From an optimization exercise on the open Yosys and OpenROAD flow, aimed at small area and a short achievable clock period; shortcuts taken in it are not production practice.
In this exercise RTL edits were held to simulation tests only and were not proved equivalent to the original.

==> flow/design.v (outline; a module is shown in full before it is edited, if it fits) <==
// module o22a_cell: 9 lines
// module inv_cell: 6 lines
// module booth_enc: 10 lines
// module o22ai_cell: 9 lines
// module xnor2_cell: 7 lines
// module mux2i_cell: 8 lines
// module fa_cell: 10 lines
// module ha_cell: 9 lines
// module fft_butterfly_r2: 6588 lines
module fft_butterfly_r2 (
    input  wire        clk,
    input  wire        rst,
    input  wire        in_valid,
    input  wire        inverse,
    input  wire [31:0] a_re,
    input  wire [31:0] a_im,
    input  wire [31:0] b_re,
    input  wire [31:0] b_im,
    input  wire [31:0] w_re,
    input  wire [31:0] w_im,
    output reg         out_valid,
    output reg  [31:0] x0_re,
    output reg  [31:0] x0_im,
    output reg  [31:0] x1_re,
    output reg  [31:0] x1_im
);
  // ...
==> flow/flow/run.sh <==
#!/bin/bash
set -euo pipefail
SETUP_MARGIN=62.5
bash standard.sh synth > synth.log 2>&1
bash standard.sh "SETUP_SLACK_MARGIN=$SETUP_MARGIN" \
    "BUFFER_PORTS_ARGS=-buffer_cell sky130_fd_sc_hd__buf_2" \
    floorplan > floorplan.log 2>&1
bash standard.sh "SETUP_SLACK_MARGIN=$SETUP_MARGIN" \
    "BUFFER_PORTS_ARGS=-buffer_cell sky130_fd_sc_hd__buf_2" \
    place > place.log 2>&1
bash standard.sh "SETUP_SLACK_MARGIN=$SETUP_MARGIN" \
    "BUFFER_PORTS_ARGS=-buffer_cell sky130_fd_sc_hd__buf_2" \
    cts > cts.log 2>&1
bash standard.sh "SETUP_SLACK_MARGIN=$SETUP_MARGIN" \
    "BUFFER_PORTS_ARGS=-buffer_cell sky130_fd_sc_hd__buf_2" \
    finish > finish.log 2>&1
==> flow/standard.sh <==
#!/bin/bash
# synth_recipe.tcl (not shown) runs the flow's synth.tcl, then flattens the netlist and writes it again
# the make line also repeats each setting of config.mk as NAME=value (left out here)
make -C /OpenROAD-flow-scripts/flow DESIGN_CONFIG=/design/flow/config.mk WORK_HOME=/design/flow/orfs CLKGATE_MAP_FILE= SYNTH_SCRIPT=/design/flow/synth_recipe.tcl "${@:-finish}"
==> flow/config.mk <==
export PLATFORM = sky130hd
export DESIGN_NAME = fft_butterfly_r2
export DESIGN_NICKNAME = fft_butterfly_r2
export VERILOG_FILES = /design/flow/design.v
export SDC_FILE = /design/flow/constraint.sdc
export NUM_CORES = 8
export LEC_CHECK = 0
export CAP_MARGIN = 20
export CORE_MARGIN = 2
export CORE_UTILIZATION = 60
export CTS_CLUSTER_DIAMETER = 80
export CTS_CLUSTER_SIZE = 30
export SETUP_SLACK_MARGIN = 2
export SLEW_MARGIN = 20
export SYNTH_HIERARCHICAL = 1
==> flow/constraint.sdc <==
create_clock -name core_clock -period 80.0 [get_ports {clk}]
set_input_delay 16.0000 -clock core_clock [delete_from_list [all_inputs] [get_ports {clk}]]
set_output_delay 16.0000 -clock core_clock [all_outputs]
set_load 0.01 [all_outputs]
==> impl_metrics.tcl, run 1 <==
set metrics [dict create \
    status "no timing/DRC/antenna violations" \
    setup_violations 0 \
    grt_pass1_wl_mm 665.6 \
    final_util 0.6679 \
    min_period_over_period 0.2154 \
    worstHoldPathCells 0 \
    setup_ws_ns 62.77 \
    final_cell_mix "o22ai_1 (2420), xnor2_1 (1487), inv_1 (1159)" \
    regMostFlops "r1_prod" \
    initialDrtViolationCount 14510 \
    clkSinkCount 645 \
    place_congestion 1.054 \
    cts_buffers 51 \
    hold_class "flop to flop" \
    whs_endpoint "r2_aim[15]" \
    synth_cell_types 107 \
    setup_tns_ns 0 \
    antenna_found_initial 18 \
    dp_slack_ns 60.16 \
    buffer_area_frac 0.04060 \
    busiest_layer "met2" \
    start_util 0.6051 \
    seq_share 0.1036 \
    flops_and_latches 645 \
]
==> run 2, diff against run 1 <==
--- a/flow/flow/run.sh
+++ b/flow/flow/run.sh
@@ -1,6 +1,6 @@
 #!/bin/bash
 set -euo pipefail
-SETUP_MARGIN=62.5
+SETUP_MARGIN=62.8
 bash standard.sh synth > synth.log 2>&1
 bash standard.sh "SETUP_SLACK_MARGIN=$SETUP_MARGIN" \
     "BUFFER_PORTS_ARGS=-buffer_cell sky130_fd_sc_hd__buf_2" \
==> run 2 against run 1 <==
Net effect:
- still clean on timing, DRC and antenna
- sequential cell count did not move
- largest cell class unchanged
- wire length rose by 1.8%
- synthesized cell count did not move
- non-clock buffer count rose by 60
- register-to-register slack improved by 0.18 ns
==> impl_metrics.tcl, run 2 <==
set metrics [dict create \
    status "no timing/DRC/antenna violations" \
    hold_ws_ns 0.3203 \
    top_regs "r1_prod: 128 flops, r2_t: 64 flops" \
    clkLatencyLatePin_ns 0.75 \
    drive_gt1_frac 0.1111 \
    final_util 0.6763 \
    port_buffers 324 \
    syn_avg_cell_area_um2 8.248 \
    worst_ep_required_time_ns 64.00 \
    fill_cells 15270 \
    drt_pre_antenna_iters 11 \
    drc_errors 0 \
    die_w_um 439.7 \
    worstHoldPathCells 0 \
    drv_cap 0 \
    ys.flop_type "dfxtp_1" \
    h-tree-depth 2 \
    wl_met3_mm 56.48 \
    synth_top_area_cell "fa_1" \
    grt_usage 0.4416 \
    path_class "flop to primary output" \
    final_common_cell "o22ai_1" \
    critical-path-top-delay-family "flip-flops" \
    regMostFlops "r1_prod" \
    setup_violations 0 \
    grt_pass1_wl_mm 672.3 \
    setup_tns_ns 0 \
    reg2reg_slack_ns 63.34 \
    highest_layer "met5" \
    largest_register_ffs 128 \
    min_period_over_period 0.2154 \
    viasPerCell 7.030 \
    start_util 0.6051 \
    r2r-start "r1_prod[9]" \
    post-dp-hpwl_mm 325.0 \
    yosysMostFrequentCell "o22ai_1" \
    initialDrtViolationCount 15260 \
    syn_area_um2 113900 \
    ys_top_cells_by_count "o22ai_1 (2469), xnor2_1 (1527), inv_1 (1191)" \
    rows 159 \
    ant_nets 0 \
    fin_area_um2 127300 \
    grt_start_max_net_pins 86 \
    die_h_um 439.7 \
    nets 16790 \
    crit_chain "buf_2" \
    tightestPinTransition_ns 1.210 \
    hold_start "r1_aim[26]" \
    critPathMaxFanout 1 \
    num_vias 119500 \
    finalHoldViolations 0 \
    wl_met1_mm 162.8 \
    dp.cells 16660 \
    worstSetupStartpointType "flop" \
    synth_edf_count 0 \
    fin_cells 17000 \
    place_congestion 1.045 \
    ff2ff_path_depth 88 \
    hold_buffers 0 \
    synth_warnings 7 \
    clkSinkCount 645 \
    routedWlPerCell_um 26.46 \
    grt_overflow 0 \
    clock_path_buffers 3 \
    wirelength_mm 449.8 \
    max_freq_ghz 0.05802 \
    worst_path_max_delay_cell "dfxtp_1" \
    synth.ff_latch_count 645 \
    yosys-top-cells-area "fa_1 (19%), o22ai_1 (14%), ha_1 (12%)" \
    period_needed_ns 17.23 \
    yosysSeqAreaShare 0.1134 \
    max_slew_margin 0.1934 \
    pin_count 325 \
    root_buffer "clkbuf_16" \
    worst_ep_arrival_time_ns 1.23 \
    postSynth.asyncResetShare 0 \
    synth_top_area_share 0.1860 \
    crit_buf_inv 1 \
    syn2layout_area_growth_pct 11.77 \
    syn-instance-count 13810 \
    wl_met2_mm 190.1 \
    whs_endpoint "r2_aim[26]" \
    hold_class "flop to flop" \
    reg2reg_to "r2_t[0]" \
    final_cell_mix "o22ai_1 (2392), xnor2_1 (1482), inv_1 (1156)" \
    cp_slowest_stage_delay_ns 0.34 \
    endpoint_kind "primary output" \
    place_area_um2 120400 \
    cts_tree "done" \
    grt_setup_unrepaired "yes" \
    cts.clk_slew.worst_paths_ns 0.10 \
    die_area_um2 193300 \
    synth_cell_types 107 \
    antenna_found_initial 21 \
    critPathLaunch "x1_re[24]" \
    report.final.slew_viol_count 0 \
    cts_buffers 51 \
    coreArea_um2 188200 \
    grt_pass1_vias 116400 \
    skew_ns 0.05727 \
]
## run 2: cell counts after synthesis
Identical to the previous run, type by type.
## run 2: cell families (layout without fill, tap and decap cells)
logic type	count (synthesis)	in the layout	synth area share
AND/OR/NAND/NOR	3371	3371	0.1398
multiplexers	184	184	0.01729
flip-flops	645	645	0.1134
adder cells (fa/ha/maj)	2143	2143	0.3052
XOR/XNOR	1796	1796	0.1385
other	1	26	0.00003293
buffers and inverters	1460	2123	0.04836
AO/OA/AOI/OAI	4208	4215	0.2375
## run 2: area by class of cell
cell class	instances	area, um2	area share
clock inverter	40	798.3	0.006271
clock buffer	53	1294	0.01016
inverter	1199	4618	0.03628
tap	2495	3122	0.02453
antenna	16	40.04	0.0003146
sequential	645	13120	0.1030
timing repair buffer	806	6175	0.04851
multi-input combinational	11720	97990	0.7698
timing repair inverter	25	132.6	0.001042
## run 2: modules after synthesis, one instance, submodules excluded
module / cells / copies in the design / area, um2 / flip-flops and latches
inv_cell: 1 / 160 / 3.754 / 0
fft_butterfly_r2: 8466 / 1 / 61180 / 645
o22a_cell: 1 / 150 / 8.758 / 0
booth_enc: 4 / 24 / 30.03 / 0
ha_cell: 1 / 356 / 12.51 / 0
xnor2_cell: 1 / 1104 / 8.758 / 0
fa_cell: 1 / 1032 / 20.02 / 0
o22ai_cell: 1 / 2444 / 6.256 / 0
## run 2: worst max path at each step
stage,end,slack (ns),cells after the start
global route,r2_t[0],62.51,88
CTS,x1_re[20],62.74,1
global placement,r2_t[0],60.53,83
finish,x1_re[24],62.77,1
detailed placement,r2_t[0],60.22,83
floorplan,r2_t[11],62.86,85
## run 2: metal layers
layer  global-route usage  vias to the layer above
met5             0.004218                        -
met2               0.6737                     9043
li1                     -                    51530
met3               0.1260                     2825
met4               0.2973                       12
met1               0.5408                    56090
## run 2: timing repair
item                                    in CTS  in global routing
gates cloned                                20                 22
setup buffers                               46                141
gates resized for setup                    181                432
endpoints found under the setup margin     307                410
pin swaps                                   13                 95
## run 2: through the flow
step	worst slack [ns]
2_1_floorplan	62.86
3_3_place_gp	60.53
3_5_place_dp	60.22
4_1_cts	62.74
5_1_grt	62.51
6_report	62.77

## static timing again, ports no longer ideal
Ports are ideal in the flow. The routed layouts listed here were re-timed in OpenROAD. Step 1 assumes that a clkbuf_16 drives the clock port and a buf_2 every other input. Step 2 adds t to the input delays and takes it off the output delays; t is the mean of the earliest and latest rising clock arrival at the registers after step 1. Input paths then give back, and output paths get back, about the clock's delay inside the block. Three values: no drivers, after step 1, after step 2; two values: the first two.
run | t, ns | setup slack, ns | worst slew at a driven data input, ns | cell pins on the clock port's net
run 1 | 0.863 | 62.769 / 62.653 / 63.161 | 0.06 | 1
run 2 | 0.834 | 62.766 / 62.662 / 63.344 | 0.05 | 1
After both steps setup and hold are still met in every run listed.
